Source: an optimization exercise on an open RTL-to-GDS flow (aim: small area). Production flows keep margins and buffers that such runs may drop. In this exercise RTL edits were held to simulation tests only and were not proved equivalent to the original. No activity file was given, so power comes from the tool's default toggle rates.

--- flow/design.v ---
module stm32bl_update (
    input  wire        clk,
    input  wire        rst,           
    input  wire        rx_valid,
    input  wire [7:0]  rx_data,
    input  wire        idle,
    input  wire        tick,
    input  wire        te,
    input  wire [63:0] app_vec,
    input  wire [63:0] boot_vec,
    output reg         fl_erase,
    output reg         fl_we,
    output wire [31:0] fl_addr,
    output wire [31:0] fl_wdata,
    output reg         rep_valid,
    output wire [31:0] rep_pages,
    output reg         nf_valid,
    output reg         ho_valid,
    output reg         rb_valid,
    output reg  [31:0] vec_sp,
    output reg  [31:0] vec_entry,
    output wire [1:0]  mode,
    output wire        rx_listen,
    output wire        halted,
    output wire        gone,
    output wire [1:0]  fault
);
    localparam [7:0]  START_SENTINEL  = 8'h5A;
    localparam [7:0]  ACTIVATION_BYTE = 8'hA5;
    localparam [7:0]  CMD_RUN_APP     = 8'h01;
    localparam [7:0]  CMD_ENTER_PROG  = 8'h02;
    localparam [7:0]  CMD_REBOOT      = 8'h03;
    localparam [31:0] SP_SENTINEL     = 32'h2000_2000;
    localparam [4:0] A_POLL     = 5'd0,
                     C_ENTER    = 5'd1,
                     C_RECV     = 5'd2,
                     C_DISPATCH = 5'd3,
                     R_TEARDOWN = 5'd4,
                     R_JUMP     = 5'd5,
                     G_CLEAR    = 5'd6,
                     G_ARM      = 5'd7,
                     B_TEARDOWN = 5'd8,
                     B_JUMP     = 5'd9,
                     P_CHECK    = 5'd10,
                     P_ERASE    = 5'd11,
                     P_WRITE    = 5'd12,
                     P_ADVANCE  = 5'd13,
                     P_CLEAR    = 5'd14,
                     E_STOP     = 5'd15,
                     E_REPORT   = 5'd16,
                     E_REWIND   = 5'd17,
                     E_CLEAR    = 5'd18,
                     E_FALLBACK = 5'd19,
                     S_GONE     = 5'd20,
                     S_FAULTED  = 5'd21;
    localparam [1:0] M_AWAIT = 2'd0, M_CMD = 2'd1, M_PROG = 2'd2;
    localparam [1:0] CS_NONE = 2'd0, CS_FIRST = 2'd1, CS_SECOND = 2'd2;
    localparam [1:0] FR_IDLE = 2'd0, FR_ONCE = 2'd1, FR_ACTIVE = 2'd2;
    localparam [1:0] F_NONE = 2'd0, F_CONTRACT = 2'd1, F_RANGE = 2'd2, F_RXOVF = 2'd3;
    reg [7:0]  buf_mem [0:255];
    reg [1:0]  r_mode;
    reg [4:0]  r_seq;
    reg        r_latch;
    reg [4:0]  r_burst;
    reg [8:0]  r_ptr;                 
    reg [1:0]  r_frame;
    reg [1:0]  r_idlecnt;
    reg        r_msgdone;
    reg [1:0]  r_capstat;
    reg        r_rx_en, r_idle_ie, r_idle_if;
    reg        r_dma_en;              
    reg        r_htif, r_tcif, r_teif, r_tif;
    reg [7:0]  r_half;                
    reg        r_armed;               
    reg [2:0]  r_remain;
    reg        r_halted;
    reg [1:0]  r_fault;
    reg [1:0]  n_mode;
    reg [4:0]  n_seq;
    reg        n_latch;
    reg [4:0]  n_burst;
    reg [8:0]  n_ptr;
    reg [1:0]  n_frame;
    reg [1:0]  n_idlecnt;
    reg        n_msgdone;
    reg [1:0]  n_capstat;
    reg        n_rx_en, n_idle_ie, n_idle_if;
    reg        n_dma_en;
    reg        n_htif, n_tcif, n_teif, n_tif;
    reg [7:0]  n_half;
    reg        n_armed;
    reg [2:0]  n_remain;
    reg        n_halted;
    reg [1:0]  n_fault;
    reg        buf_we;
    reg        o_erase, o_we, o_rep, o_nf, o_ho, o_rb;
    reg        warm;
    reg        live;
    wire [4:0]  wr_word = r_burst - 5'd1;
    wire [5:0]  rd_w = {r_latch, wr_word};
    reg [63:0] rd_sel;
    reg [31:0] rd_word;
    integer j;
    always @* begin
        rd_sel  = 64'd0;
        rd_sel[rd_w] = 1'b1;
        rd_word = 32'd0;
        for (j = 0; j < 64; j = j + 1)
            rd_word = rd_word | ({32{rd_sel[j]}} &
                      {buf_mem[4*j+3], buf_mem[4*j+2], buf_mem[4*j+1], buf_mem[4*j]});
    end
    wire [7:0]  cmd_byte = buf_mem[0];
    wire        app_ok = app_vec[31:0] == SP_SENTINEL;
    always @* begin
        n_mode    = r_mode;
        n_seq     = r_seq;
        n_latch   = r_latch;
        n_burst   = r_burst;
        n_ptr     = r_ptr;
        n_frame   = r_frame;
        n_idlecnt = r_idlecnt;
        n_msgdone = r_msgdone;
        n_capstat = r_capstat;
        n_rx_en   = r_rx_en;
        n_idle_ie = r_idle_ie;
        n_idle_if = r_idle_if;
        n_dma_en  = r_dma_en;
        n_htif    = r_htif;
        n_tcif    = r_tcif;
        n_teif    = r_teif;
        n_tif     = r_tif;
        n_half    = r_half;
        n_armed   = r_armed;
        n_remain  = r_remain;
        n_halted  = r_halted;
        n_fault   = r_fault;
        buf_we  = 1'b0;
        o_erase = 1'b0;
        o_we    = 1'b0;
        o_rep   = 1'b0;
        o_nf    = 1'b0;
        o_ho    = 1'b0;
        o_rb    = 1'b0;
        warm    = 1'b0;
        live = !r_halted && r_seq != S_GONE && r_seq != S_FAULTED;
        if (!live) begin
        end else if (r_burst != 5'd0) begin
            o_we = 1'b1;
            n_burst = r_burst + 5'd1;
            if (r_burst == 5'd31)
                n_seq = P_ADVANCE;
        end else if (r_teif && r_dma_en) begin
            n_halted = 1'b1;
        end else if (r_tcif && r_dma_en) begin
            n_tcif    = 1'b0;
            n_capstat = CS_SECOND;
            n_ptr     = 9'd0;
            n_rx_en   = 1'b1;
        end else if (r_htif && r_dma_en) begin
            n_htif    = 1'b0;
            n_capstat = CS_FIRST;
        end else if (r_idle_if && r_idle_ie) begin
            n_idle_if = 1'b0;
            n_idlecnt = r_idlecnt + 2'd1;
            if (r_idlecnt == 2'd1) begin
                n_msgdone = 1'b1;
                n_idle_ie = 1'b0;
            end
        end else if (r_tif && r_armed) begin
            n_tif    = 1'b0;
            n_remain = r_remain - 3'd1;
            if (r_remain == 3'd1) begin
                n_armed = 1'b0;
                if (app_ok) begin
                    o_ho  = 1'b1;
                    n_seq = S_GONE;
                end else begin
                    o_nf = 1'b1;
                end
            end
        end else begin
            case (r_seq)
                C_ENTER: begin
                    n_frame   = FR_IDLE;
                    n_idlecnt = 2'd0;
                    n_msgdone = 1'b0;
                    n_ptr     = 9'd0;
                    n_idle_if = 1'b0;
                    n_idle_ie = 1'b1;
                    n_seq     = C_RECV;
                end
                C_RECV: begin
                    if (r_msgdone)
                        n_seq = C_DISPATCH;
                end
                C_DISPATCH: begin
                    if (r_ptr == 9'd0)
                        n_seq = C_ENTER;
                    else if (cmd_byte == CMD_RUN_APP)
                        n_seq = R_TEARDOWN;
                    else if (cmd_byte == CMD_ENTER_PROG)
                        n_seq = G_CLEAR;
                    else if (cmd_byte == CMD_REBOOT)
                        n_seq = B_TEARDOWN;
                    else
                        n_seq = C_ENTER;
                end
                R_TEARDOWN, B_TEARDOWN: begin
                    n_dma_en  = 1'b0;
                    n_htif    = 1'b0;
                    n_tcif    = 1'b0;
                    n_teif    = 1'b0;
                    n_idle_ie = 1'b0;
                    n_idle_if = 1'b0;
                    n_rx_en   = 1'b0;
                    if (r_armed) begin
                        n_armed = 1'b0;
                        n_tif   = 1'b0;
                    end
                    n_seq = (r_seq == R_TEARDOWN) ? R_JUMP : B_JUMP;
                end
                R_JUMP: begin
                    if (app_ok) begin
                        o_ho  = 1'b1;
                        n_seq = S_GONE;
                    end else begin
                        o_nf  = 1'b1;
                        n_seq = C_ENTER;
                    end
                end
                G_CLEAR: begin
                    n_seq = G_ARM;
                end
                G_ARM: begin
                    if (r_armed) begin
                        n_armed = 1'b0;
                        n_tif   = 1'b0;
                    end
                    n_half    = 8'd0;
                    n_idlecnt = 2'd0;
                    n_msgdone = 1'b0;
                    n_idle_if = 1'b0;
                    n_htif    = 1'b0;
                    n_tcif    = 1'b0;
                    n_teif    = 1'b0;
                    n_capstat = CS_NONE;
                    n_ptr     = 9'd0;
                    n_dma_en  = 1'b1;
                    n_idle_ie = 1'b1;
                    n_mode    = M_PROG;
                    n_seq     = P_CHECK;
                end
                B_JUMP: begin
                    o_rb = 1'b1;
                    warm = 1'b1;
                end
                P_CHECK: begin
                    if (r_msgdone) begin
                        n_seq = E_STOP;
                    end else if (r_capstat == CS_FIRST) begin
                        n_latch = 1'b0;
                        n_seq   = P_ERASE;
                    end else if (r_capstat == CS_SECOND) begin
                        n_latch = 1'b1;
                        n_seq   = P_WRITE;
                    end
                end
                P_ERASE: begin
                    if (r_half[0]) begin
                        n_fault = F_CONTRACT;
                        n_seq   = S_FAULTED;
                    end else if (r_half[7]) begin
                        n_fault = F_RANGE;
                        n_seq   = S_FAULTED;
                    end else begin
                        o_erase = 1'b1;
                        n_seq   = P_WRITE;
                    end
                end
                P_WRITE: begin
                    if (r_half[0] != r_latch) begin
                        n_fault = F_CONTRACT;
                        n_seq   = S_FAULTED;
                    end else if (r_half[7]) begin
                        n_fault = F_RANGE;
                        n_seq   = S_FAULTED;
                    end else begin
                        o_we    = 1'b1;
                        n_burst = 5'd1;
                    end
                end
                P_ADVANCE: begin
                    n_half = r_half + 8'd1;
                    n_seq = P_CLEAR;
                end
                P_CLEAR: begin
                    n_capstat = CS_NONE;
                    n_seq     = P_CHECK;
                end
                E_STOP: begin
                    n_dma_en  = 1'b0;
                    n_htif    = 1'b0;
                    n_tcif    = 1'b0;
                    n_teif    = 1'b0;
                    n_idle_ie = 1'b0;
                    n_idle_if = 1'b0;
                    n_seq     = E_REPORT;
                end
                E_REPORT: begin
                    o_rep = 1'b1;
                    n_seq = E_REWIND;
                end
                E_REWIND: begin
                    n_half = 8'd0;
                    n_seq  = E_CLEAR;
                end
                E_CLEAR: begin
                    n_capstat = CS_NONE;
                    n_msgdone = 1'b0;
                    n_idlecnt = 2'd0;
                    n_seq     = E_FALLBACK;
                end
                E_FALLBACK: begin
                    n_mode = M_CMD;
                    n_seq  = C_ENTER;
                end
                default: begin
                end
            endcase
        end
        if (warm) begin
            n_mode    = M_AWAIT;
            n_seq     = A_POLL;
            n_ptr     = 9'd0;
            n_frame   = FR_IDLE;
            n_idlecnt = 2'd0;
            n_msgdone = 1'b0;
            n_capstat = CS_NONE;
            n_rx_en   = 1'b1;
            n_idle_ie = 1'b0;
            n_idle_if = 1'b0;
            n_dma_en  = 1'b0;
            n_htif    = 1'b0;
            n_tcif    = 1'b0;
            n_teif    = 1'b0;
            n_tif     = 1'b0;
            n_half    = 8'd0;
            n_armed   = 1'b1;
            n_remain  = 3'd5;
            n_halted  = 1'b0;
            n_fault   = F_NONE;
        end
        live = !n_halted && n_seq != S_GONE && n_seq != S_FAULTED;
        if (te && live && n_dma_en)
            n_teif = 1'b1;
        if (rx_valid && live && n_rx_en) begin
            n_idlecnt = 2'd0;
            if (n_dma_en) begin
                if (!n_ptr[8]) begin
                    buf_we = 1'b1;
                    n_ptr  = n_ptr + 9'd1;
                    if (n_ptr == 9'd128) n_htif = 1'b1;
                    if (n_ptr == 9'd256) n_tcif = 1'b1;
                end
            end else if (n_seq == A_POLL) begin
                if (rx_data == ACTIVATION_BYTE) begin
                    if (n_armed) begin
                        n_armed = 1'b0;
                        n_tif   = 1'b0;
                    end
                    n_mode = M_CMD;
                    n_seq  = C_ENTER;
                end
            end else if (n_seq == C_RECV && !n_msgdone) begin
                case (n_frame)
                    FR_IDLE:
                        if (rx_data == START_SENTINEL) n_frame = FR_ONCE;
                    FR_ONCE:
                        n_frame = (rx_data == START_SENTINEL) ? FR_ACTIVE : FR_IDLE;
                    default: begin
                        if (n_ptr[8]) begin
                            n_fault = F_RXOVF;
                            n_seq   = S_FAULTED;
                        end else begin
                            buf_we = 1'b1;
                            n_ptr  = n_ptr + 9'd1;
                        end
                    end
                endcase
            end
        end
        live = !n_halted && n_seq != S_GONE && n_seq != S_FAULTED;
        if (idle && live && n_rx_en && n_idle_ie)
            n_idle_if = 1'b1;
        if (tick && live && n_armed)
            n_tif = 1'b1;
    end
    reg [7:0] widx;
    always @* begin
        widx = r_ptr[7:0];
        if (r_seq == G_ARM || (r_tcif && r_dma_en && r_burst == 5'd0 && !r_teif))
            widx = 8'd0;
    end
    always @(posedge clk) begin
        if (rst) begin
            r_mode    <= M_AWAIT;
            r_seq     <= A_POLL;
            r_burst   <= 5'd0;
            r_ptr     <= 9'd0;
            r_frame   <= FR_IDLE;
            r_idlecnt <= 2'd0;
            r_msgdone <= 1'b0;
            r_capstat <= CS_NONE;
            r_rx_en   <= 1'b1;
            r_idle_ie <= 1'b0;
            r_idle_if <= 1'b0;
            r_dma_en  <= 1'b0;
            r_htif    <= 1'b0;
            r_tcif    <= 1'b0;
            r_teif    <= 1'b0;
            r_tif     <= 1'b0;
            r_half    <= 8'd0;
            r_armed   <= 1'b1;
            r_remain  <= 3'd5;
            r_halted  <= 1'b0;
            r_fault   <= F_NONE;
            fl_erase  <= 1'b0;
            fl_we     <= 1'b0;
            rep_valid <= 1'b0;
            nf_valid  <= 1'b0;
            ho_valid  <= 1'b0;
            rb_valid  <= 1'b0;
        end else begin
            r_mode    <= n_mode;
            r_seq     <= n_seq;
            r_burst   <= n_burst;
            r_ptr     <= n_ptr;
            r_frame   <= n_frame;
            r_idlecnt <= n_idlecnt;
            r_msgdone <= n_msgdone;
            r_capstat <= n_capstat;
            r_rx_en   <= n_rx_en;
            r_idle_ie <= n_idle_ie;
            r_idle_if <= n_idle_if;
            r_dma_en  <= n_dma_en;
            r_htif    <= n_htif;
            r_tcif    <= n_tcif;
            r_teif    <= n_teif;
            r_tif     <= n_tif;
            r_half    <= n_half;
            r_armed   <= n_armed;
            r_remain  <= n_remain;
            r_halted  <= n_halted;
            r_fault   <= n_fault;
            fl_erase  <= o_erase;
            fl_we     <= o_we;
            rep_valid <= o_rep;
            nf_valid  <= o_nf;
            ho_valid  <= o_ho;
            rb_valid  <= o_rb;
        end
    end
    always @(posedge clk) begin
        r_latch   <= n_latch;
        vec_sp    <= (r_seq == B_JUMP) ? boot_vec[31:0]  : SP_SENTINEL;
        vec_entry <= (r_seq == B_JUMP) ? boot_vec[63:32] : app_vec[63:32];
    end
    reg       w_en;
    reg [7:0] w_idx, w_data;
    always @(posedge clk) begin
        w_en   <= buf_we;
        w_idx  <= widx;
        w_data <= rx_data;
        if (w_en)
            buf_mem[w_idx] <= w_data;
    end
    assign fl_addr   = {17'd0, 1'b1, r_half[6:0], fl_erase ? 5'd0 : wr_word, 2'b00};
    assign rep_pages = {25'd0, r_half[7:1]};    
    assign fl_wdata  = rd_word;
    assign mode      = r_mode;
    assign rx_listen = r_seq == C_RECV && !r_msgdone;
    assign halted    = r_halted;
    assign gone      = r_seq == S_GONE;
    assign fault     = r_fault;
endmodule
--- flow/run.sh ---
#!/bin/bash
# synth_recipe.tcl (not shown) runs the flow's synth.tcl, then flattens the netlist and writes it again
# the make line also repeats each setting of config.mk as NAME=value (left out here)
make -C /OpenROAD-flow-scripts/flow DESIGN_CONFIG=/design/flow/config.mk WORK_HOME=/design/flow/orfs CLKGATE_MAP_FILE= SYNTH_SCRIPT=/design/flow/synth_recipe.tcl finish
--- flow/config.mk ---
export PLATFORM = sky130hd
export DESIGN_NAME = stm32bl_update
export DESIGN_NICKNAME = stm32bl_update
export VERILOG_FILES = /design/flow/design.v
export SDC_FILE = /design/flow/constraint.sdc
export NUM_CORES = 4
export LEC_CHECK = 0
export CAP_MARGIN = 20
export CORE_MARGIN = 2
export CORE_UTILIZATION = 40
export SLEW_MARGIN = 20
--- flow/constraint.sdc ---
create_clock -name core_clock -period 10.0 [get_ports {clk}]
set_input_delay 2.0000 -clock core_clock [delete_from_list [all_inputs] [get_ports {clk}]]
set_output_delay 2.0000 -clock core_clock [all_outputs]
set_load 0.01 [all_outputs]
==> results of run 1 <==
[layout make-up]
class,instances,area share
sequential,2187,0.668
multi-input combinational,2470,0.179
clock buffer,253,0.0562
timing repair buffer,527,0.0501
tap,2688,0.0349
clock inverter,118,0.0108
inverter,35,0.00136
antenna,2,0.0000520
[sequential cells by signal, summed over array words and instances, names as in the netlist, 2 cells and up]
signal	count
r_remain	3
buf_mem	2048
vec_sp	32
r_half	8
vec_entry	32
r_mode	2
r_ptr	9
r_idlecnt	2
w_idx	8
r_burst	5
r_fault	2
r_frame	2
r_capstat	2
w_data	8
r_seq	5
[per-layer routing]
layer,track usage,vias to the layer above,share of wire
met1,0.393,27400,0.38
met4,0.108,24,0.044
met2,0.409,4249,0.44
li1,-,21200,-
met5,0.00276,-,0.00074
met3,0.0734,701,0.14
[report_power, final]
group | total (mW) | internal [mW] | leakage [nW] | switching [mW]
combinational | 3.40 | 1.10 | 7.41 | 2.30
clock | 7.65 | 4.22 | 3.13 | 3.42
sequential | 10.1 | 10.0 | 19.5 | 0.0636
[how the worst min path moves through the flow]
stage	endpoint	cells after the start	slack [ps]
final	r_idlecnt[0]$_SDFFE_PP0P_	1	480
after global routing	r_idlecnt[0]$_SDFFE_PP0P_	1	510
after CTS	r_idlecnt[0]$_SDFFE_PP0P_	1	480
after detailed placement	r_idlecnt[0]$_SDFFE_PP0P_	1	470
after global placement	r_idlecnt[0]$_SDFFE_PP0P_	1	460
after floorplan	r_idlecnt[0]$_SDFFE_PP0P_	1	440
[logic make-up after synthesis]
group / Yosys count / synth area share
XOR/XNOR: 27 / 0.00325
AND/OR/NAND/NOR: 1142 / 0.0696
flip-flops: 2187 / 0.783
adder cells (fa/ha/maj): 16 / 0.00244
buffers and inverters: 387 / 0.0222
multiplexers: 6 / 0.000747
other: 2 / 0.0000915
AO/OA/AOI/OAI: 1234 / 0.118
[synthesized netlist by cell type (6+ instances only)]
| master | n | area share |
|---|---|---|
| a2111oi_0 | 7 | 0.00075 |
| ha_1 | 16 | 0.0024 |
| a32oi_1 | 7 | 0.00075 |
| inv_1 | 35 | 0.0016 |
| nor4_1 | 40 | 0.0030 |
| buf_2 | 100 | 0.0061 |
| and2_1 | 19 | 0.0014 |
| or3_1 | 17 | 0.0013 |
| or4_1 | 32 | 0.0029 |
| o21ai_0 | 35 | 0.0021 |
| nand2_1 | 251 | 0.011 |
| and3_1 | 53 | 0.0040 |
| a22o_1 | 209 | 0.022 |
| buf_1 | 24 | 0.0011 |
| dfxtp_1 | 138 | 0.034 |
| a2111oi_2 | 11 | 0.0020 |
| nand3_1 | 98 | 0.0060 |
| xnor2_1 | 10 | 0.0011 |
| o31ai_1 | 8 | 0.00073 |
| a22oi_1 | 536 | 0.049 |
| nor3_1 | 42 | 0.0026 |
| a31oi_1 | 7 | 0.00053 |
| and4_1 | 9 | 0.00096 |
| nor3b_1 | 6 | 0.00055 |
| edfxtp_1 | 2049 | 0.75 |
| nor2b_1 | 13 | 0.00099 |
| nand2b_1 | 15 | 0.0011 |
| nand4b_1 | 7 | 0.00075 |
| a21oi_1 | 104 | 0.0063 |
| nand4_1 | 170 | 0.013 |
| o2111ai_1 | 7 | 0.00075 |
| or2_2 | 7 | 0.00053 |
| xor2_1 | 13 | 0.0014 |
| clkbuf_1 | 163 | 0.0075 |
| a211oi_1 | 18 | 0.0016 |
| a221oi_1 | 180 | 0.019 |
| a222oi_1 | 39 | 0.0048 |
| nor2_1 | 334 | 0.015 |
| buf_4 | 64 | 0.0059 |
| o21a_1 | 7 | 0.00064 |
[worst max-delay path: stages (launching register included)]
cell and delay [ps]:
dfxtp_1 570, inv_1 150, ha_1 380, xnor2_2 450, a21oi_2 230, xnor2_4 640
buf_4 440, a2111oi_4 90, buf_4 410, a22o_1 310, a221oi_1 910, nand4_1 150
or4_1 620, or3_1 380, clkdlybuf4s50_1 490
[through the flow]
step,hold WS [ps],setup slack [ps],std cells
after CTS,483,1040,8269
after global routing,510,554,8279
after detailed placement,471,1970,7898
final,480,857,8280
after global placement,456,1940,7892
after floorplan,442,4310,5044
==> results_dict.tcl, run 1 <==
set metrics [dict create \
    drive_above_1_share 0.129 \
    areaGrowthSynthToFinish_pct 17.3 \
    regToRegSetupSlack_ps 4740 \
    netlist_area_um2 82100 \
    drtIter0Drc 9897 \
    cap_violations 0 \
    dp_hpwl_um 187000 \
    r2r_start "r_burst[0]$_SDFFE_PP0P_" \
    rsz0062_at_grt "false" \
    grt_max_degree 212 \
    die_h_um 457 \
    finalInstanceArea_um2 96300 \
    vias_per_cell 6.47 \
    worstMarginPinSlew_ps 1240 \
    track_usage 0.278 \
    hold_viol 0 \
    path_max_fanout 28 \
    drtAntennaViolNets 0 \
    ctsResizeCount 0 \
    critical_path_class "register to primary output" \
    period_needed_ps 9140 \
    htreeDepth 4 \
    place_area_um2 89700 \
    seqCellArea_um2 64300 \
    hold_class "register to register" \
    drc_errors 0 \
    timing.final.crit_share 0.914 \
    min_from "r_idlecnt[0]$_SDFFE_PP0P_" \
    skew_ps 43.6 \
    multi_input_area_um2 17200 \
    cts_sinks 2187 \
    cts_tree "yes" \
    fin_nets 5583 \
    r2r_cells 12 \
    synth_edf_count 2049 \
    rows 166 \
    synth_seq_area_share 0.783 \
    critPathArrivalTime_ps 7140 \
    core_region_area_um2 204000 \
    start_util 0.402 \
    synth-seq-cells 2187 \
    grt_pass1_wl_um 407000 \
    vias 53600 \
    clk_latency_ps 880 \
    power_leakage_nw 30.1 \
    worstReg2RegEnd "r_ptr[7]$_SDFF_PP0_" \
    avgSynthCellArea_um2 16.4 \
    setup_viol 0 \
    root_buffer "clkbuf_16" \
    cts_buffer_depth 3 \
    fin_setup_tns_ps 0 \
    post_cts_buffers 0 \
    antenna_found_initial 19 \
    layout_common_cells "2,049 x edfxtp_1, 536 x a22oi_1, 269 x clkdlybuf4s50_1" \
    fin_total_pwr_mw 21.2 \
    drv_slew 0 \
    yosys_warnings 1 \
    start_kind "register" \
    dieArea_um2 209000 \
    worstPathRequired_ps 8000 \
    synthCells 5001 \
    numPortBuffers 269 \
    cp-end-kind "primary output" \
    io_pins 315 \
    slew-limit-headroom 0.168 \
    wl_per_cell_um 35.9 \
    crit_end "fl_wdata[22]" \
    die_w_um 457 \
    grt-ovfl-total 0 \
    synthArstFlopShare 0 \
    status "timing/DRC/antenna clean" \
    globalplace.congestion 0.936 \
    final_core_util 0.471 \
    totalWireLength_um 298000 \
    numCtsBuffers 204 \
    layout_commonest_cell "edfxtp_1" \
    crit_path_start "r_burst[0]$_SDFFE_PP0P_" \
    hold_buffers 0 \
    fmax_mhz 109 \
    p_per_area_nw_per_um2 220 \
    fillers 17300 \
    dr.pass1.iters 7 \
    yosysUniqueCellTypes 92 \
    clkTransAtPathRegs_ps 70 \
    synth_ff_type "edfxtp_1" \
    first_global_vias 50100 \
    max-vdd-ir-drop_uv 171 \
]
==> inputs of run 2 (changes only) <==
==> flow/flow/run.sh (new file) <==
#!/bin/bash
# Standard layout; CTS with larger sink clusters and no dummy loads; ports buffered with buf_1.
export CTS_ARGS="-sink_clustering_enable -repair_clock_nets -dont_use_dummy_load -sink_clustering_size 25 -sink_clustering_max_diameter 60"
export BUFFER_PORTS_ARGS="-buffer_cell sky130_fd_sc_hd__buf_1"
bash standard.sh > standard.log 2>&1
==> flow/standard.sh (new file) <==
#!/bin/bash
# synth_recipe.tcl (not shown) runs the flow's synth.tcl, then flattens the netlist and writes it again
# the make line also repeats each setting of config.mk as NAME=value (left out here)
make -C /OpenROAD-flow-scripts/flow DESIGN_CONFIG=/design/flow/config.mk WORK_HOME=/design/flow/orfs CLKGATE_MAP_FILE= SYNTH_SCRIPT=/design/flow/synth_recipe.tcl "${@:-finish}"
--- a/flow/config.mk
+++ b/flow/config.mk
@@ -9,3 +9,3 @@
 export CORE_MARGIN = 2
-export CORE_UTILIZATION = 40
+export CORE_UTILIZATION = 55
 export SLEW_MARGIN = 20
removed: flow/run.sh
==> run 2 against run 1 <==
- critical endpoint is now fl_wdata[28]
- still clean
- routed wire length down 0.64%
- sequential power about the same
- area after synthesis unchanged
- setup slack worse by 310 ps
==> results_dict.tcl, run 2 <==
set metrics [dict create \
    first_global_vias 48100 \
    clkTransAtPathRegs_ps 50 \
    post_cts_buffers 0 \
    worstPathRequired_ps 8000 \
    switching_share 0.283 \
    hold_viol 0 \
    layout_commonest_cell "edfxtp_1" \
    seq_power_share 0.540 \
    yosys_warnings 1 \
    numCtsBuffers 141 \
    cp_slowest_cell "nor3_2" \
    regMostFlops "buf_mem" \
    critical_path_class "register to primary output" \
    netlist_top_cells_area "edfxtp_1 75%, a22oi_1 4.9%, dfxtp_1 3.4%" \
    synth_ff_type "edfxtp_1" \
    p_comb_frac 0.173 \
    internal_power_mw 13.4 \
    synth_top_cell_area_share 0.750 \
    crit_chain "inv_1 -> ha_1 -> or4b_1 -> a211o_1 -> buf_4 -> a2111oi_2 -> buf_4 -> a22o_1 -> a221oi_1 -> nand4_1 -> nor3_2 -> nand4_1 -> buf_1" \
    largest_reg_flops 2048 \
    rsz0062_at_grt "false" \
    rows 141 \
    wl_per_cell_um 40.5 \
    cts_buffer_depth 3 \
    drtAntennaViolNets 0 \
    setup_ws_ps 550 \
    root_buffer "clkbuf_16" \
    r2r_start "r_burst[0]$_SDFFE_PP0P_" \
    start_kind "register" \
    worstMarginPinSlew_ps 1270 \
    layout_common_cells "2,049 x edfxtp_1, 536 x a22oi_1, 271 x nor2_1" \
    cts_sinks 2187 \
    switching_power_mw 5.28 \
    die_w_um 390 \
    crit_path_start "r_burst[0]$_SDFFE_PP0P_" \
    fin_nets 5526 \
    cap_violations 0 \
    p_per_area_nw_per_um2 206 \
    totalWireLength_um 296000 \
    grt-ovfl-total 0 \
    ctsResizeCount 0 \
    drive_above_1_share 0.110 \
    synth_top_area_cell "edfxtp_1" \
    dp_hpwl_um 188000 \
    grt_max_degree 213 \
    dr.pass1.iters 7 \
    netlist_area_um2 82100 \
    core_region_area_um2 148000 \
    max-vdd-ir-drop_uv 196 \
    status "timing/DRC/antenna clean" \
    setup_viol 0 \
    yosysUniqueCellTypes 92 \
    avgSynthCellArea_um2 16.4 \
    clkPwrFrac 0.287 \
    slew-limit-headroom 0.155 \
    htreeDepth 4 \
    cp-end-kind "primary output" \
    antenna_found_initial 15 \
    synth_edf_count 2049 \
    dieArea_um2 152000 \
    numPortBuffers 269 \
    cts_tree "yes" \
    timing.final.crit_share 0.945 \
    drv_slew 0 \
    synth_seq_area_share 0.783 \
    fmax_mhz 106 \
    hold_buffers 0 \
    io_pins 315 \
    dp_slack_ps 1910 \
    fin_total_pwr_mw 18.7 \
    min_from "r_idlecnt[0]$_SDFFE_PP0P_" \
    synthArstFlopShare 0 \
    die_h_um 390 \
    clk_latency_ps 820 \
    slowest_delay_ps 1110 \
    path_max_fanout 16 \
    period_needed_ps 9450 \
    globalplace.congestion 0.961 \
    synth-seq-cells 2187 \
    hold_class "register to register" \
    power_leakage_nw 28.0 \
    areaGrowthSynthToFinish_pct 10.6 \
    drtIter0Drc 10100 \
    track_usage 0.385 \
    fin_setup_tns_ps 0 \
    fillers 10900 \
    skew_ps 53.3 \
    drc_errors 0 \
    synthTopCellsByCount "2,049 x edfxtp_1, 536 x a22oi_1, 334 x nor2_1" \
    vias 52800 \
    synthCells 5001 \
    critPathArrivalTime_ps 7450 \
    reg_top3 "buf_mem (2048), vec_entry (32), vec_sp (32)" \
    synth.most_common_cell "edfxtp_1" \
    vias_per_cell 7.22 \
    grt_pass1_wl_um 401000 \
    start_util 0.554 \
]
## run 2: changes by cell type in the layout (fill, tap and decap cells not counted), sizes merged
cell	previous run	this run
clkinvlp	7	0
clkdlybuf4s50	269	0
clkbuf	254	142
diode	2	11
inv	41	35
bufinv	15	0
clkinv	90	0
buf	257	532
## run 2: metal layers
layer / routed length, um / part of all wire / global-route usage / vias to the layer above
met1: 115000 / 0.39 / 0.581 / 27000
met4: 10300 / 0.035 / 0.118 / 16
met3: 44900 / 0.15 / 0.111 / 547
li1: - / - / - / 20900
met2: 126000 / 0.42 / 0.544 / 4304
met5: 114 / 0.00039 / 0.0105 / -
## run 2: power by group through the flow
stage / clock [mW] / combinational, mW / sequential, mW
final: 5.36 / 3.22 / 10.1
after global routing: 5.65 / 3.33 / 10.1
after CTS: 5.35 / 3.07 / 10.1
after detailed placement: 0 / 3.06 / 10.3
after global placement: 0 / 3.05 / 10.3
after floorplan: 0 / 1.43 / 10.4
## run 2: final cells by class
class                   count  area (um^2)  area share
well taps                1930         2410      0.0266
diodes                     11         27.5    0.000303
repair buffers            533         3160      0.0348
multi-input cells        2470        17200       0.189
inverters                  35          131     0.00145
clock buffers             141         3530      0.0389
flip-flops and latches   2187        64300       0.709
## run 2: through the flow
| step | instances | cell area [um^2] | utilization | hold slack [ps] |
|---|---|---|---|---|
| 2_1_floorplan | 5044 | 82200 | - | 442 |
| 3_3_place_gp | 7142 | 86900 | 0.587 | 458 |
| 3_5_place_dp | 7149 | 87000 | 0.588 | 461 |
| 4_1_cts | 7290 | 90500 | 0.612 | 471 |
| 5_1_grt | 7305 | 90800 | 0.613 | 505 |
| 6_report | 7307 | 90800 | 0.613 | 473 |
## run 2: final timing paths
path,endpoint,cells after the start,slack (ps)
max,fl_wdata[28],13,550
min reg2reg,r_idlecnt[0]$_SDFFE_PP0P_,1,470
min,r_idlecnt[0]$_SDFFE_PP0P_,1,470
max reg2reg,r_ptr[7]$_SDFF_PP0_,11,4480
## run 2: cell families after synthesis
family,after synthesis,share of synthesized area
AOI/OAI and AO/OA,1234,0.118
xor gates and xnor gates,27,0.00325
adders and majority gates,16,0.00244
buffers and inverters,387,0.0222
DFF,2187,0.783
muxes,6,0.000747
other,2,0.0000915
and+or+nand+nor,1142,0.0696
## run 2: critical path: cells and delay by family (launching register included)
kind	cells	cell delay [ps]
AO/OA/AOI/OAI	4	1760
adder cells (fa/ha/maj)	1	380
buffers and inverters	4	1060
flip-flops	1	580
AND/OR/NAND/NOR	4	2870
==> inputs of run 3 (changes only) <==
--- a/flow/config.mk
+++ b/flow/config.mk
@@ -9,3 +9,3 @@
 export CORE_MARGIN = 2
-export CORE_UTILIZATION = 55
+export CORE_UTILIZATION = 40
 export SLEW_MARGIN = 20
==> run 3 against run 2 <==
- sequential cell count unchanged
- count of clock-buffer cells in the layout down 9
- setup slack better by 480 ps
- via count about the same
- sequential share of layout area down 0.47 points
- clock skew up 35 ps
- critical path type unchanged
- final cell count up 10%
- routed wire length about the same
- register-to-register slack better by 90 ps
- first-iteration DRC count down 7.7%
- critical path depth down 1
==> results_dict.tcl, run 3 <==
set metrics [dict create \
    critPathArrivalTime_ps 6960 \
    ctsResizeCount 0 \
    synthTopCellsByCount "2,049 x edfxtp_1, 536 x a22oi_1, 334 x nor2_1" \
    whs_ps 480 \
    fmax_mhz 112 \
    cts_tree "yes" \
    period_needed_ps 8960 \
    root_buffer "clkbuf_16" \
    hold_buffers 0 \
    synth_top_area_cell "edfxtp_1" \
    numCtsBuffers 132 \
    drive_above_1_share 0.107 \
    fin_total_pwr_mw 18.4 \
    cp-end-kind "primary output" \
    grt-ovfl-total 0 \
    skew_ps 88.6 \
    grt_max_degree 193 \
    track_usage 0.276 \
    avgSynthCellArea_um2 16.4 \
    drtIter0Drc 9322 \
    worstPathRequired_ps 8000 \
    reg_top3 "buf_mem (2048), vec_entry (32), vec_sp (32)" \
    hold_depth 1 \
    synth.most_common_cell "edfxtp_1" \
    synth-seq-cells 2187 \
    cp_top_family "simple AND/OR/NAND/NOR gates" \
    final_cells 8045 \
    rows 166 \
    max-vdd-ir-drop_uv 177 \
    netlist_area_um2 82100 \
    numPortBuffers 269 \
    fin_setup_tns_ps 0 \
    slowest_delay_ps 940 \
    globalplace.congestion 0.941 \
    areaGrowthSynthToFinish_pct 11.3 \
    power_leakage_nw 27.9 \
    fin_nets 5515 \
    cts_sinks 2187 \
    cp_slowest_cell "a221oi_1" \
    synth_edf_count 2049 \
    synth_top_cell_area_share 0.750 \
    hold_class "register to register" \
    cap_violations 0 \
    timing.final.crit_share 0.896 \
    clk_latency_ps 840 \
    regMostFlops "buf_mem" \
    finalInstanceArea_um2 91400 \
    path_common_cell "or4_1" \
    hold_viol 0 \
    placed_cells 7904 \
    clkTransAtPathRegs_ps 80 \
    r2r_cells 11 \
    path_max_fanout 13 \
    htreeDepth 4 \
    seqCellArea_um2 64300 \
    post_cts_buffers 0 \
    yosysUniqueCellTypes 92 \
    wl_per_cell_um 36.7 \
    place_area_um2 87900 \
    synth_seq_area_share 0.783 \
    vias 52800 \
    drc_errors 0 \
    antenna_found_initial 16 \
    dp_hpwl_um 188000 \
    slew-limit-headroom 0.129 \
    dr.pass1.iters 8 \
    die_h_um 457 \
    worstSetupPathDepth 12 \
    rsz0062_at_grt "false" \
    crit_chain "inv_1 -> ha_1 -> xnor2_2 -> nor3_1 -> o21ai_1 -> nor2_4 -> buf_4 -> a221oi_1 -> nand4_1 -> or4_1 -> or4_1 -> buf_1" \
    largest_reg_flops 2048 \
    netlist_top_cells_area "edfxtp_1 75%, a22oi_1 4.9%, dfxtp_1 3.4%" \
    dieArea_um2 209000 \
    setup_viol 0 \
    core_region_area_um2 204000 \
    io_pins 315 \
    drtAntennaViolNets 0 \
    grt_pass1_wl_um 404000 \
    status "timing/DRC/antenna clean" \
    start_util 0.402 \
    first_global_vias 49200 \
    worstMarginPinSlew_ps 1290 \
    drv_slew 0 \
    totalWireLength_um 296000 \
    synth_ff_type "edfxtp_1" \
    fillers 17700 \
    yosys_warnings 1 \
    synthCells 5001 \
    layout_common_cells "2,049 x edfxtp_1, 536 x a22oi_1, 274 x nor2_1" \
    vias_per_cell 6.56 \
    p_per_area_nw_per_um2 202 \
    synthArstFlopShare 0 \
    crit_buf_inv 3 \
    critical_path_class "register to primary output" \
    multi_input_area_um2 17200 \
    start_kind "register" \
    die_w_um 457 \
    cts_buffer_depth 3 \
    layout_commonest_cell "edfxtp_1" \
]
## run 3: cell counts after synthesis
No cell type changed its count.
## run 3: final timing paths
path | start | end | slack (ps)
hold reg to reg | r_idlecnt[0]$_SDFFE_PP0P_ | r_idlecnt[0]$_SDFFE_PP0P_ | 480
hold / removal | r_idlecnt[0]$_SDFFE_PP0P_ | r_idlecnt[0]$_SDFFE_PP0P_ | 480
setup / recovery | r_burst[0]$_SDFFE_PP0P_ | fl_wdata[21] | 1040
setup reg to reg | r_burst[0]$_SDFFE_PP0P_ | r_ptr[7]$_SDFF_PP0_ | 4570
## run 3: per-layer routing
metal	wire, um	global-route usage
met5	93	0
met4	12700	0.104
met3	39900	0.0716
met2	130000	0.413
met1	113000	0.387
## run 3: final cells by class
class / count / area share
Sequential cell: 2187 / 0.704
Multi-Input combinational cell: 2470 / 0.188
Tap cell: 2688 / 0.0368
Clock buffer: 132 / 0.0362
Timing Repair Buffer: 531 / 0.0338
Inverter: 35 / 0.00144
Antenna cell: 2 / 0.0000548
## run 3: through the flow
step / utilization / worst slack (ps)
floorplan: - / 4310
global placement: 0.430 / 1790
detailed placement: 0.430 / 2320
CTS: 0.446 / 1410
global route: 0.447 / 1090
finish: 0.447 / 1040
## run 3: cell families after synthesis
logic type	synth area share
AO/OA/AOI/OAI	0.118
other	0.0000915
AND/OR/NAND/NOR	0.0696
multiplexers	0.000747
flip-flops	0.783
adder cells (fa/ha/maj)	0.00244
buffers and inverters	0.0222
XOR/XNOR	0.00325
## run 3: power breakdown
part / switching (mW) / leakage [nW] / total, mW / internal, mW
Combinational: 2.33 / 6.71 / 3.16 / 0.824
Sequential: 0.0510 / 19.5 / 10.1 / 10.0
Clock: 2.87 / 1.63 / 5.21 / 2.35
Total: 5.25 / 27.9 / 18.4 / 13.2
==> inputs of run 4 (changes only) <==
==> flow/flow/run.sh (replaced) <==
#!/bin/bash
# Standard layout with three changes:
#  - after floorplan, OpenROAD's restructure re-maps the combinational logic for area
#    (registers untouched);
#  - CTS with larger sink clusters and no dummy loads;
#  - ports buffered with buf_1.
export POST_FLOORPLAN_TCL="$PWD/flow/restructure.tcl"
export CTS_ARGS="-sink_clustering_enable -repair_clock_nets -dont_use_dummy_load -sink_clustering_size 25 -sink_clustering_max_diameter 60"
export BUFFER_PORTS_ARGS="-buffer_cell sky130_fd_sc_hd__buf_1"
bash standard.sh > standard.log 2>&1
==> flow/flow/restructure.tcl (new file) <==
# Area-oriented re-mapping of the combinational logic (ABC through OpenROAD).
set_dont_use $::env(DONT_USE_CELLS)
set rst_dir $::env(RESULTS_DIR)/restructure
file mkdir $rst_dir
report_design_area
restructure -target area \
  -liberty_file $::env(PLATFORM_DIR)/lib/sky130_fd_sc_hd__tt_025C_1v80.lib \
  -tielo_port sky130_fd_sc_hd__conb_1/LO -tiehi_port sky130_fd_sc_hd__conb_1/HI \
  -work_dir $rst_dir -abc_logfile $rst_dir/abc.log
report_design_area
==> run 4 against run 3 <==
- power grew 3.6%
- routed wire length grew 2.1%
- combinational power grew 14%
- cell area shrank 1.7%
- via count shrank 1.0%
- critical path type unchanged
- largest power group unchanged
==> results_dict.tcl, run 4 <==
set metrics [dict create \
    switching_power_mw 5.64 \
    layout_commonest_cell "edfxtp_1" \
    start_util 0.402 \
    drive_above_1_share 0.101 \
    status "timing/DRC/antenna clean" \
    vias 52200 \
    hold_class "register to register" \
    placed_cells 7768 \
    drtIter0Drc 10400 \
    period_needed_ps 9460 \
    hold_buffers 0 \
    path_max_fanout 17 \
    reg_top3 "buf_mem (2048), vec_entry (32), vec_sp (32)" \
    timing.final.crit_share 0.946 \
    synthCells 5001 \
    internal_power_mw 13.5 \
    p_comb_frac 0.189 \
    drtAntennaViolNets 0 \
    fin_nets 5376 \
    fmax_mhz 106 \
    seq_power_share 0.529 \
    numPortBuffers 269 \
    whs_ps 466 \
    io_pins 315 \
    dieArea_um2 209000 \
    synth_seq_area_share 0.783 \
    worstPathRequired_ps 8000 \
    totalWireLength_um 302000 \
    synth_top_area_cell "edfxtp_1" \
    largest_reg_flops 2048 \
    synth_top_cell_area_share 0.750 \
    cap_violations 0 \
    critical_path_class "register to primary output" \
    grt_pass1_wl_um 407000 \
    cts_buffer_depth 3 \
    root_buffer "clkbuf_16" \
    antenna_found_initial 10 \
    grt-ovfl-total 0 \
    fin_setup_tns_ps 0 \
    dr.pass1.iters 10 \
    hold_viol 0 \
    synthArstFlopShare 0 \
    worstMarginPinSlew_ps 1260 \
    htreeDepth 4 \
    grt_max_degree 103 \
    critPathArrivalTime_ps 7460 \
    switching_share 0.295 \
    slew-limit-headroom 0.156 \
    track_usage 0.281 \
    power_leakage_nw 27.1 \
    wl_per_cell_um 38.1 \
    max-vdd-ir-drop_uv 186 \
    first_global_vias 48700 \
    post_cts_buffers 0 \
    layout_common_cells "2,049 x edfxtp_1, 640 x a22oi_1, 316 x nor2_1" \
    final_cells 7923 \
    drc_errors 0 \
    start_kind "register" \
    numCtsBuffers 141 \
    die_w_um 457 \
    synth_edf_count 2049 \
    setup_viol 0 \
    synth.most_common_cell "edfxtp_1" \
    synth-seq-cells 2187 \
    core_region_area_um2 204000 \
    cp-end-kind "primary output" \
    cts_sinks 2187 \
    synthTopCellsByCount "2,049 x edfxtp_1, 536 x a22oi_1, 334 x nor2_1" \
    yosysUniqueCellTypes 92 \
    netlist_area_um2 82100 \
    clkPwrFrac 0.282 \
    dp_hpwl_um 194000 \
    yosys_warnings 1 \
    netlist_top_cells_area "edfxtp_1 75%, a22oi_1 4.9%, dfxtp_1 3.4%" \
    rsz0062_at_grt "false" \
    avgSynthCellArea_um2 16.4 \
    drv_slew 0 \
    clkTransAtPathRegs_ps 60 \
    regMostFlops "buf_mem" \
    vias_per_cell 6.59 \
    cts_tree "yes" \
    skew_ps 103 \
    synth_ff_type "edfxtp_1" \
    ctsResizeCount 0 \
    areaGrowthSynthToFinish_pct 9.38 \
    p_per_area_nw_per_um2 213 \
    die_h_um 457 \
    clk_latency_ps 850 \
    rows 166 \
    globalplace.congestion 0.938 \
]
-- run 4: cell types whose count changed in the layout (fill, tap and decap cells not counted), moves of 62 or more --
cell and change:
a221oi_1 -109, a222oi_1 +141, a22o_1 -160, a22oi_1 +104, clkinv_1 +120, nand2_1 -110, nor2_4 +62
-- run 4: power groups by stage --
stage / Clock, mW / Sequential (mW) / Combinational [mW]
after global routing: 5.68 / 10.1 / 3.71
after CTS: 5.40 / 10.1 / 3.52
after global placement: 0 / 10.3 / 3.51
after detailed placement: 0 / 10.3 / 3.51
final: 5.39 / 10.1 / 3.61
after floorplan: 0 / 10.4 / 1.43
-- run 4: metrics by stage --
stage | total power, mW | util | worst slack (ps) | instance area [um^2]
6_report | 19.1 | 0.439 | 538 | 89800
4_1_cts | 19.0 | 0.438 | 652 | 89600
3_3_place_gp | 13.8 | 0.420 | 1500 | 85800
3_5_place_dp | 13.8 | 0.421 | 1490 | 86000
5_1_grt | 19.5 | 0.439 | 309 | 89800
2_1_floorplan | 11.8 | - | 4310 | 82200
-- run 4: path summary, 6_finish.rpt --
kind | from | endpoint | slack [ps] | cells past startpoint
max | r_burst[3]$_SDFFE_PP0P_ | fl_wdata[26] | 540 | 20
min | r_ptr[7]$_SDFF_PP0_ | w_idx[7]$_SDFF_PP0_ | 470 | 2
max reg2reg | r_burst[3]$_SDFFE_PP0P_ | r_tif$_SDFF_PP0_ | 2760 | 24
min reg2reg | r_ptr[7]$_SDFF_PP0_ | w_idx[7]$_SDFF_PP0_ | 470 | 2
-- run 4: cell type report --
cell class | count | area (um^2)
diodes | 3 | 7.51
clock buffers | 141 | 3530
fillers | 17900 | 115000
inverters | 120 | 450
multi-input cells | 2260 | 14900
flip-flops and latches | 2187 | 64300
well taps | 2688 | 3360
repair buffers | 524 | 3200
-- run 4: worst max-delay path, cell delays in order (launching register included) --
cell      delay, ps
dfxtp_1         520
clkinv_1        220
a21oi_1         170
a31oi_1         200
nor2_1          320
clkinv_1        240
nor2_1          320
clkinv_1        290
o21ai_0         240
clkinv_1        350
o22ai_1         380
clkinv_1        750
nor2_4          860
buf_4           490
a22oi_1         190
nand3_1         150
a221oi_1         80
nor4b_1         220
nand3_1         180
or3_1           310
buf_1           190
-- run 4: cells by family after synthesis --
kind of cell,count (synthesis),share of synthesized area
AOI/OAI and AO/OA,1234,0.118
and+or+nand+nor,1142,0.0696
other,2,0.0000915
xor gates and xnor gates,27,0.00325
buffers and inverters,387,0.0222
DFF,2187,0.783
adders and majority gates,16,0.00244
muxes,6,0.000747
-- run 4: routing by layer --
layer  track usage  part of all wire  vias up
met2         0.426              0.44     4408
met4         0.135             0.057       10
li1              -                 -    20200
met1         0.375              0.36    26800
met5             0           0.00021        -
met3        0.0784              0.14      785
==> inputs of run 5 (changes only) <==
--- a/flow/flow/run.sh
+++ b/flow/flow/run.sh
@@ -7,3 +7,3 @@
 export POST_FLOORPLAN_TCL="$PWD/flow/restructure.tcl"
-export CTS_ARGS="-sink_clustering_enable -repair_clock_nets -dont_use_dummy_load -sink_clustering_size 25 -sink_clustering_max_diameter 60"
+export CTS_ARGS="-sink_clustering_enable -repair_clock_nets -dont_use_dummy_load -sink_clustering_size 25 -sink_clustering_max_diameter 90"
 export BUFFER_PORTS_ARGS="-buffer_cell sky130_fd_sc_hd__buf_1"
==> run 5 against run 4 <==
- still clean on timing, DRC and antenna
- clock skew is 46 ps higher
- sequential power about the same
- area after synthesis unchanged
- first-iteration DRC count down 6.6%
- die area stayed put
- critical path depth unchanged
- critical path type unchanged
- largest cell class unchanged
==> results_dict.tcl, run 5 <==
set metrics [dict create \
    status "timing/DRC/antenna clean" \
    cts_tree "yes" \
    slew-limit-headroom 0.164 \
    rsz0062_at_grt "false" \
    track_usage 0.280 \
    totalWireLength_um 300000 \
    hold_class "register to register" \
    synth-seq-cells 2187 \
    wl_per_cell_um 38.1 \
    netlist_area_um2 82100 \
    synth_seq_area_share 0.783 \
    drive_above_1_share 0.0951 \
    p_per_area_nw_per_um2 206 \
    numPortBuffers 269 \
    htreeDepth 3 \
    start_kind "register" \
    drc_errors 0 \
    numCtsBuffers 102 \
    core_region_area_um2 204000 \
    critical_path_class "register to primary output" \
    cts_buffer_depth 3 \
    synthTopCellsByCount "2,049 x edfxtp_1, 536 x a22oi_1, 334 x nor2_1" \
    hold_buffers 0 \
    min_from "w_data[5]$_DFF_P_" \
    first_global_vias 48400 \
    regToRegSetupSlack_ps 2810 \
    die_h_um 457 \
    drtAntennaViolNets 0 \
    regMostFlops "buf_mem" \
    min_delay_worst_endpoint "buf_mem[107][5]$_DFFE_PP_" \
    dr.pass1.iters 8 \
    reg_top3 "buf_mem (2048), vec_entry (32), vec_sp (32)" \
    synthArstFlopShare 0 \
    drv_slew 0 \
    setup_viol 0 \
    max-vdd-ir-drop_uv 153 \
    cts_sinks 2187 \
    worstMarginPinSlew_ps 1250 \
    post_cts_buffers 0 \
    rows 166 \
    fin_setup_tns_ps 0 \
    start_util 0.402 \
    synth.most_common_cell "edfxtp_1" \
    die_w_um 457 \
    globalplace.congestion 0.938 \
    r2r_start "r_burst[3]$_SDFFE_PP0P_" \
    areaGrowthSynthToFinish_pct 8.20 \
    r2r_cells 23 \
    clkTransAtPathRegs_ps 90 \
    synth_edf_count 2049 \
    io_pins 315 \
    hold_depth 0 \
    layout_commonest_cell "edfxtp_1" \
    critPathArrivalTime_ps 7410 \
    synth_ff_type "edfxtp_1" \
    drtIter0Drc 9726 \
    path_max_fanout 16 \
    avgSynthCellArea_um2 16.4 \
    yosys_warnings 1 \
    period_needed_ps 9410 \
    grt_max_degree 103 \
    skew_ps 149 \
    timing.final.crit_share 0.941 \
    dieArea_um2 209000 \
    synth_top_area_cell "edfxtp_1" \
    synth_top_cell_area_share 0.750 \
    finalInstanceArea_um2 88800 \
    cp-end-kind "primary output" \
    power_leakage_nw 26.6 \
    clk_latency_ps 830 \
    grt_pass1_wl_um 405000 \
    vias_per_cell 6.55 \
    fmax_mhz 106 \
    worstPathRequired_ps 8000 \
    place_area_um2 86000 \
    netlist_top_cells_area "edfxtp_1 75%, a22oi_1 4.9%, dfxtp_1 3.4%" \
    dp_hpwl_um 194000 \
    worstReg2RegEnd "r_idle_if$_SDFFE_PP0P_" \
    cap_violations 0 \
    synthCells 5001 \
    hold_viol 0 \
    vias 51600 \
    largest_reg_flops 2048 \
    grt-ovfl-total 0 \
    yosysUniqueCellTypes 92 \
    antenna_found_initial 10 \
    root_buffer "clkbuf_16" \
    layout_common_cells "2,049 x edfxtp_1, 640 x a22oi_1, 316 x nor2_1" \
    ctsResizeCount 0 \
    fin_nets 5339 \
]
## run 5: cell counts after synthesis
No cell type changed its count.
## run 5: kinds of logic after synthesis
family                     count (synthesis)  share of synthesized area
muxes                                      6                   0.000747
and+or+nand+nor                         1142                     0.0696
DFF                                     2187                      0.783
xor gates and xnor gates                  27                    0.00325
buffers and inverters                    387                     0.0222
AOI/OAI and AO/OA                       1234                      0.118
adders and majority gates                 16                    0.00244
other                                      2                  0.0000915
## run 5: worst max-delay path, cell delays in order, from the launching register on
cell,delay (ps)
dfxtp_1,540
clkinv_1,210
a31oi_1,810
nor2_1,180
clkinv_1,190
nor2_1,120
clkinv_1,170
o21ai_0,190
clkinv_1,220
nor2_1,90
nor2_1,610
clkinv_1,330
nand2_1,450
nor2_4,160
buf_4,320
a222oi_1,420
nand4_1,300
nor4b_1,380
nand3_1,220
or3_1,580
buf_1,180
## run 5: where the power goes
part	switching [mW]	internal (mW)
logic	2.66	0.935
registers	0.0795	10.0
clock network	2.73	1.82
## run 5: how the worst max path moves through the flow
stage                                        from           end  slack (ps)  cells after the start
after floorplan           r_burst[0]$_SDFFE_PP0P_  fl_wdata[26]        4310                     14
after global placement    r_burst[3]$_SDFFE_PP0P_  fl_wdata[26]        1500                     20
after detailed placement  r_burst[3]$_SDFFE_PP0P_  fl_wdata[22]        1490                     18
after CTS                 r_burst[3]$_SDFFE_PP0P_  fl_wdata[22]         720                     18
after global routing      r_burst[3]$_SDFFE_PP0P_  fl_wdata[26]         370                     20
final                     r_burst[3]$_SDFFE_PP0P_  fl_wdata[26]         590                     20
## run 5: layout make-up
class | instances | area [um^2]
multi-input combinational | 2260 | 14900
antenna | 2 | 5.00
sequential | 2187 | 64300
timing repair buffer | 526 | 3210
inverter | 120 | 450
clock buffer | 102 | 2550
tap | 2688 | 3360
fill | 18000 | 116000
## run 5: stage by stage
| step | power [mW] | hold WS [ps] | util | instances | setup WS (ps) |
|---|---|---|---|---|---|
| floorplan | 11.8 | 442 | - | 5044 | 4310 |
| global placement | 13.8 | 462 | 0.420 | 7759 | 1500 |
| detailed placement | 13.8 | 466 | 0.421 | 7768 | 1490 |
| CTS | 18.2 | 479 | 0.433 | 7870 | 721 |
| global route | 18.7 | 491 | 0.435 | 7883 | 369 |
| finish | 18.3 | 466 | 0.435 | 7885 | 593 |
## run 5: layer usage
metal,vias up,wire (um),track usage
met5,-,71,0
met4,12,16600,0.132
met3,719,41600,0.0736
met2,4231,134000,0.425
met1,26500,108000,0.375
li1,20100,-,-
==> inputs of run 6 (changes only) <==
--- a/flow/design.v
+++ b/flow/design.v
@@ -100,12 +100,17 @@
     wire [5:0]  rd_w = {r_latch, wr_word};
-    reg [63:0] rd_sel;
-    reg [31:0] rd_word;
-    integer j;
+    reg [3:0]  rd_hi;
+    reg [15:0] rd_lo;
+    reg [31:0] rd_word, rd_grp;
+    integer j, m;
     always @* begin
-        rd_sel  = 64'd0;
-        rd_sel[rd_w] = 1'b1;
+        rd_hi = 4'd0;  rd_hi[rd_w[5:4]] = 1'b1;
+        rd_lo = 16'd0; rd_lo[rd_w[3:0]] = 1'b1;
         rd_word = 32'd0;
-        for (j = 0; j < 64; j = j + 1)
-            rd_word = rd_word | ({32{rd_sel[j]}} &
-                      {buf_mem[4*j+3], buf_mem[4*j+2], buf_mem[4*j+1], buf_mem[4*j]});
+        for (m = 0; m < 4; m = m + 1) begin
+            rd_grp = 32'd0;
+            for (j = 0; j < 16; j = j + 1)
+                rd_grp = rd_grp | ({32{rd_lo[j]}} &
+                         {buf_mem[64*m+4*j+3], buf_mem[64*m+4*j+2], buf_mem[64*m+4*j+1], buf_mem[64*m+4*j]});
+            rd_word = rd_word | ({32{rd_hi[m]}} & rd_grp);
+        end
     end
==> run 6 against run 5 <==
- fmax increased by 42%
- sequential power is essentially flat
- still clean on timing, DRC and antenna
- highest routed layer unchanged
- setup slack better by 2800 ps
- worst hold slack improved by 7.2 ps
- count of clock-buffer cells in the layout is 6 higher
- area after synthesis down 1.1%
- synthesized cell count decreased by 0.28%
- combinational power fell by 18%
- global-route usage down 7.3 points
- critical path depth is 9 lower
- critical path type unchanged
- sequential share of layout area grew 1.9 points
- sequential cell count unchanged
==> results_dict.tcl, run 6 <==
set metrics [dict create \
    track_usage 0.207 \
    fmax_mhz 151 \
    vias_per_cell 6.12 \
    grt_pass1_wl_um 313000 \
    clk_latency_ps 800 \
    io_pins 315 \
    max-vdd-ir-drop_uv 164 \
    grtUsageMet1 0.284 \
    switching_share 0.277 \
    p_comb_frac 0.166 \
    worstSetupPathDepth 11 \
    reg_top3 "buf_mem (2048), vec_entry (32), vec_sp (32)" \
    crit_chain "nor2_1 -> clkinv_1 -> nor3_2 -> buf_4 -> buf_4 -> a222oi_1 -> and4_1 -> o211ai_1 -> a221oi_1 -> o2111ai_1 -> buf_1" \
    synth_top_cell_area_share 0.758 \
    path_common_cell "buf_4" \
    synthCells 4987 \
    start_util 0.402 \
    largest_reg_flops 2048 \
    cp_top_family "buffers and inverters" \
    placed_cells 7366 \
    drtIter0Drc 6892 \
    clkTransAtPathRegs_ps 100 \
    grt_use_met3 0.0244 \
    totalWireLength_um 220000 \
    wl_per_cell_um 29.4 \
    cts_sinks 2187 \
    numPortBuffers 269 \
    power_leakage_nw 24.9 \
    regMostFlops "buf_mem" \
    crit_buf_inv 4 \
    antenna_found_initial 8 \
    globalplace.congestion 0.874 \
    r2r_cells 20 \
    netlist_area_um2 81200 \
    fin_setup_tns_ps 0 \
    dr.pass1.iters 6 \
    synth_seq_area_share 0.792 \
    hold_buffers 0 \
    final_core_util 0.428 \
    worstPathRequired_ps 8000 \
    grt_max_degree 201 \
    synth_edf_count 2049 \
    drv_slew 0 \
    p_per_area_nw_per_um2 205 \
    critPathArrivalTime_ps 4640 \
    areaGrowthSynthToFinish_pct 6.55 \
    layout_commonest_cell "edfxtp_1" \
    period_needed_ps 6640 \
    hold_depth 2 \
    finalInstanceArea_um2 86500 \
    place_area_um2 83800 \
    htreeDepth 3 \
    vias 45800 \
    drive_above_1_share 0.0439 \
    gr-usage-met2 0.342 \
    numCtsBuffers 108 \
    internal_power_mw 12.8 \
    layout_common_cells "2,049 x edfxtp_1, 384 x a222oi_1, 367 x a22oi_1" \
    hold_viol 0 \
    synth_top_area_cell "edfxtp_1" \
    synth.most_common_cell "edfxtp_1" \
    grt-ovfl-total 0 \
    fillers 17700 \
    timing.final.crit_share 0.664 \
    rows 165 \
    fin_nets 4947 \
    cap_violations 0 \
    seq_power_share 0.572 \
    yosysUniqueCellTypes 77 \
    cts_tree "yes" \
    cts_buffer_depth 3 \
    status "timing/DRC/antenna clean" \
    slowest_delay_ps 700 \
    cp_slowest_cell "buf_4" \
    dieArea_um2 207000 \
    drc_errors 0 \
    rsz0062_at_grt "false" \
    clkPwrFrac 0.261 \
    grt_most_used_layer "met2" \
    die_w_um 455 \
    ctsResizeCount 0 \
    switching_power_mw 4.92 \
    synthArstFlopShare 0 \
    synth-seq-cells 2187 \
    worstMarginPinSlew_ps 1150 \
    core_region_area_um2 202000 \
    avgSynthCellArea_um2 16.3 \
    path_max_fanout 58 \
    hold_class "register to register" \
    synthTopCellsByCount "2,049 x edfxtp_1, 1,016 x a22oi_1, 331 x nor2_1" \
    post_cts_buffers 0 \
    dp_hpwl_um 130000 \
    synth_ff_type "edfxtp_1" \
    slew-limit-headroom 0.230 \
    die_h_um 455 \
    drtAntennaViolNets 0 \
    final_cells 7478 \
    skew_ps 110 \
    setup_viol 0 \
    first_global_vias 43400 \
    yosys_warnings 1 \
    critical_path_class "register to primary output" \
    root_buffer "clkbuf_16" \
    start_kind "register" \
    cp-end-kind "primary output" \
    netlist_top_cells_area "edfxtp_1 76%, a22oi_1 9.4%, dfxtp_1 3.4%" \
]
## run 6: metrics by stage
stage,power (mW),setup slack [ps],hold WS (ps)
2_1_floorplan,12.2,4940,452
3_3_place_gp,13.3,3900,453
3_5_place_dp,13.3,3800,462
4_1_cts,17.8,3320,475
5_1_grt,18.3,3120,513
6_report,17.7,3360,473
## run 6: area by class of cell
type | instances | area, um^2 | area share
flip-flops and latches | 2187 | 64300 | 0.744
inverters | 122 | 458 | 0.00529
well taps | 2672 | 3340 | 0.0386
repair buffers | 342 | 1790 | 0.0207
clock buffers | 108 | 2700 | 0.0312
diodes | 3 | 7.51 | 0.0000868
multi-input cells | 2044 | 13900 | 0.161
## run 6: power groups by stage
stage          Clock (mW)  Sequential, mW  Combinational [mW]
3_5_place_dp            0            10.4                2.94
2_1_floorplan           0            10.4                1.76
3_3_place_gp            0            10.4                2.94
6_report             4.64            10.2                2.95
5_1_grt              5.00            10.2                3.12
4_1_cts              4.71            10.2                2.95
## run 6: layer usage
metal  part of all wire  vias to the layer above
met4              0.033                        6
met2               0.49                     2420
li1                   -                    19400
met5            0.00014                        -
met1               0.40                    23700
met3              0.082                      294
## run 6: kinds of logic after synthesis
| logic type | after synthesis | share of synthesized area |
|---|---|---|
| simple gates | 1050 | 0.0657 |
| compound gates | 1315 | 0.116 |
| fa+ha+maj | 16 | 0.00247 |
| other cells | 2 | 0.0000925 |
| xor+xnor | 24 | 0.00259 |
| flops | 2187 | 0.792 |
| mux | 4 | 0.000493 |
| buf+inv | 389 | 0.0206 |
## run 6: final timing paths
kind | slack, ps | endpoint | startpoint
hold / removal | 470 | r_capstat[1]$_SDFFE_PP0P_ | r_capstat[1]$_SDFFE_PP0P_
setup reg to reg | 3580 | r_tif$_SDFF_PP0_ | r_seq[1]$_SDFF_PP0_
setup / recovery | 3360 | fl_wdata[25] | r_burst[0]$_SDFFE_PP0P_
hold reg to reg | 470 | r_capstat[1]$_SDFFE_PP0P_ | r_capstat[1]$_SDFFE_PP0P_
## run 6: worst reg2reg max path: stages (launching register included)
cell and delay (ps):
dfxtp_1 650, clkinv_1 540, nand3_1 270, nand2_1 180, nor2_1 220, clkinv_1 260, nor2_1 390, clkinv_1 490
nor2_1 480, clkinv_1 450, nand3_1 300, a2111oi_0 90, a21oi_1 170, o22ai_1 150, nor2_1 170, nand3_1 210
nor3_1 520, clkinv_1 210, a31oi_1 330, nor3_1 100, o22a_1 180
==> inputs of run 7 (changes only) <==
--- a/flow/design.v
+++ b/flow/design.v
@@ -100,4 +100,3 @@
     wire [5:0]  rd_w = {r_latch, wr_word};
-    reg [3:0]  rd_hi;
-    reg [15:0] rd_lo;
+    reg [7:0]  rd_hi, rd_lo;
     reg [31:0] rd_word, rd_grp;
@@ -105,10 +104,10 @@
     always @* begin
-        rd_hi = 4'd0;  rd_hi[rd_w[5:4]] = 1'b1;
-        rd_lo = 16'd0; rd_lo[rd_w[3:0]] = 1'b1;
+        rd_hi = 8'd0; rd_hi[rd_w[5:3]] = 1'b1;
+        rd_lo = 8'd0; rd_lo[rd_w[2:0]] = 1'b1;
         rd_word = 32'd0;
-        for (m = 0; m < 4; m = m + 1) begin
+        for (m = 0; m < 8; m = m + 1) begin
             rd_grp = 32'd0;
-            for (j = 0; j < 16; j = j + 1)
+            for (j = 0; j < 8; j = j + 1)
                 rd_grp = rd_grp | ({32{rd_lo[j]}} &
-                         {buf_mem[64*m+4*j+3], buf_mem[64*m+4*j+2], buf_mem[64*m+4*j+1], buf_mem[64*m+4*j]});
+                         {buf_mem[32*m+4*j+3], buf_mem[32*m+4*j+2], buf_mem[32*m+4*j+1], buf_mem[32*m+4*j]});
             rd_word = rd_word | ({32{rd_hi[m]}} & rd_grp);
==> run 7 against run 6 <==
- critical path depth grew 1
- via count grew 6.6%
- core utilization grew 0.075 points
- critical endpoint is now fl_wdata[10]
- worst hold slack gained 6.4 ps
- area after synthesis grew 1.3%
- die area grew 1.3%
- power grew 14%
- setup slack lost 1100 ps
- still clean
- first-iteration DRC count grew 12%
- clock skew shrank 7.2 ps
- critical path type unchanged
==> results_dict.tcl, run 7 <==
set metrics [dict create \
    synth-xor-area-share 0.00213 \
    drc_errors 0 \
    worstPathRequired_ps 8000 \
    reg_top3 "buf_mem (2048), vec_entry (32), vec_sp (32)" \
    hold_viol 0 \
    io_pins 315 \
    p_per_area_nw_per_um2 230 \
    synth_ff_type "edfxtp_1" \
    setup_viol 0 \
    synthCells 5103 \
    antenna_found_initial 13 \
    drtAntennaViolNets 0 \
    synthTopCellsByCount "2,049 x edfxtp_1, 698 x a22oi_1, 328 x nor2_1" \
    track_usage 0.219 \
    worstMarginPinSlew_ps 1150 \
    first_global_vias 46000 \
    grt-ovfl-total 0 \
    htreeDepth 3 \
    cap_violations 0 \
    synth_top_family_by_area "compound AO/OA/AOI/OAI gates" \
    finalInstanceArea_um2 87800 \
    synth-compound-area-share 0.111 \
    path_max_fanout 60 \
    drv_slew 0 \
    start_kind "register" \
    cts_tree "yes" \
    areaGrowthSynthToFinish_pct 6.73 \
    synthArstFlopShare 0 \
    layout_common_cells "2,049 x edfxtp_1, 388 x nor2_1, 346 x a222oi_1" \
    synth-simple-area-share 0.0656 \
    core_region_area_um2 205000 \
    critical_path_class "register to primary output" \
    skew_ps 103 \
    dr.pass1.iters 9 \
    ctsResizeCount 0 \
    yosys.area_share.adder 0.00319 \
    timing.final.crit_share 0.771 \
    regToRegSetupSlack_ps 2840 \
    synth_top_area_cell "edfxtp_1" \
    start_util 0.402 \
    netlist_top_cells_area "edfxtp_1 75%, a22oi_1 6.4%, dfxtp_1 3.4%" \
    fin_setup_tns_ps 0 \
    regMostFlops "buf_mem" \
    fillers 18000 \
    wl_met1_um 96400 \
    fin_nets 5180 \
    numPortBuffers 269 \
    clk_latency_ps 770 \
    slowest_delay_ps 610 \
    met2WireLength_um 112000 \
    synth-seq-cells 2187 \
    topRoutingLayerUsed "met5" \
    rsz0062_at_grt "false" \
    max-vdd-ir-drop_uv 301 \
    numCtsBuffers 100 \
    power_leakage_nw 26.0 \
    grt_pass1_wl_um 339000 \
    status "timing/DRC/antenna clean" \
    dp_hpwl_um 139000 \
    vias 48800 \
    path_common_cell "buf_4" \
    synth_top_cell_area_share 0.748 \
    critPathArrivalTime_ps 5710 \
    die_w_um 458 \
    synth_mux_area_frac 0.0142 \
    globalplace.congestion 0.876 \
    cp_slowest_cell "or4_1" \
    root_buffer "clkbuf_16" \
    slew-limit-headroom 0.233 \
    drive_above_1_share 0.0437 \
    grt_max_degree 189 \
]
run 7: power by group:
group	switching (mW)	leakage, nW	total, mW	internal [mW]
Clock	2.70	1.23	4.48	1.79
Sequential	0.102	19.5	10.1	10.0
Combinational	4.04	5.27	5.57	1.53
Total	6.84	26.0	20.2	13.4
run 7: cells by family after synthesis:
family | after synthesis
AND/OR/NAND/NOR | 1138
XOR/XNOR | 20
other | 2
multiplexers | 104
flip-flops | 2187
buffers and inverters | 414
adder cells (fa/ha/maj) | 21
AO/OA/AOI/OAI | 1217
run 7: final cells by class:
| class | instances | area, um^2 | area share |
|---|---|---|---|
| multi-input cells | 2303 | 15400 | 0.175 |
| well taps | 2688 | 3360 | 0.0383 |
| clock buffers | 100 | 2500 | 0.0285 |
| inverters | 92 | 360 | 0.00410 |
| diodes | 4 | 10.0 | 0.000114 |
| repair buffers | 354 | 1860 | 0.0212 |
| flip-flops and latches | 2187 | 64300 | 0.733 |
run 7: critical path, delay by kind of cell, from the launching register on:
family	cells	cell delay, ps
buffers and inverters	6	2050
and+or+nand+nor	2	1160
AOI/OAI and AO/OA	4	1070
DFF	1	460
run 7: metrics by stage:
| step | power (mW) | utilization | instances | hold WS (ps) | setup WS, ps |
|---|---|---|---|---|---|
| after CTS | 20.2 | 0.429 | 7724 | 481 | 2300 |
| after floorplan | 11.9 | - | 5146 | 449 | 4600 |
| after global placement | 15.8 | 0.417 | 7624 | 467 | 3160 |
| after detailed placement | 15.9 | 0.417 | 7624 | 485 | 3110 |
| final | 20.2 | 0.429 | 7728 | 479 | 2290 |
| after global routing | 20.8 | 0.429 | 7724 | 521 | 2130 |
run 7: final timing paths:
| path | start | endpoint | cells after the start |
|---|---|---|---|
| worst min-delay path | r_ptr[7]$_SDFF_PP0_ | w_idx[7]$_SDFF_PP0_ | 2 |
| worst min register to register | r_ptr[7]$_SDFF_PP0_ | w_idx[7]$_SDFF_PP0_ | 2 |
| worst max-delay path | r_burst[1]$_SDFFE_PP0P_ | fl_wdata[10] | 12 |
| worst max register to register | r_seq[3]$_SDFF_PP0_ | r_ptr[5]$_SDFF_PP0_ | 20 |
run 7: layer usage:
metal,vias up,global-route usage
met4,4,0.0630
li1,20300,-
met3,314,0.0310
met5,-,0
met2,2809,0.349
met1,25400,0.315

Re-timed with assumed drivers on the ports (clkbuf_16 on the clock, buf_2 on other inputs), run 7 has 2.206 ns of setup slack against 2.293 ns with ideal ports, and 2.840 ns once port delays also move by the mid clock arrival of 0.807 ns.
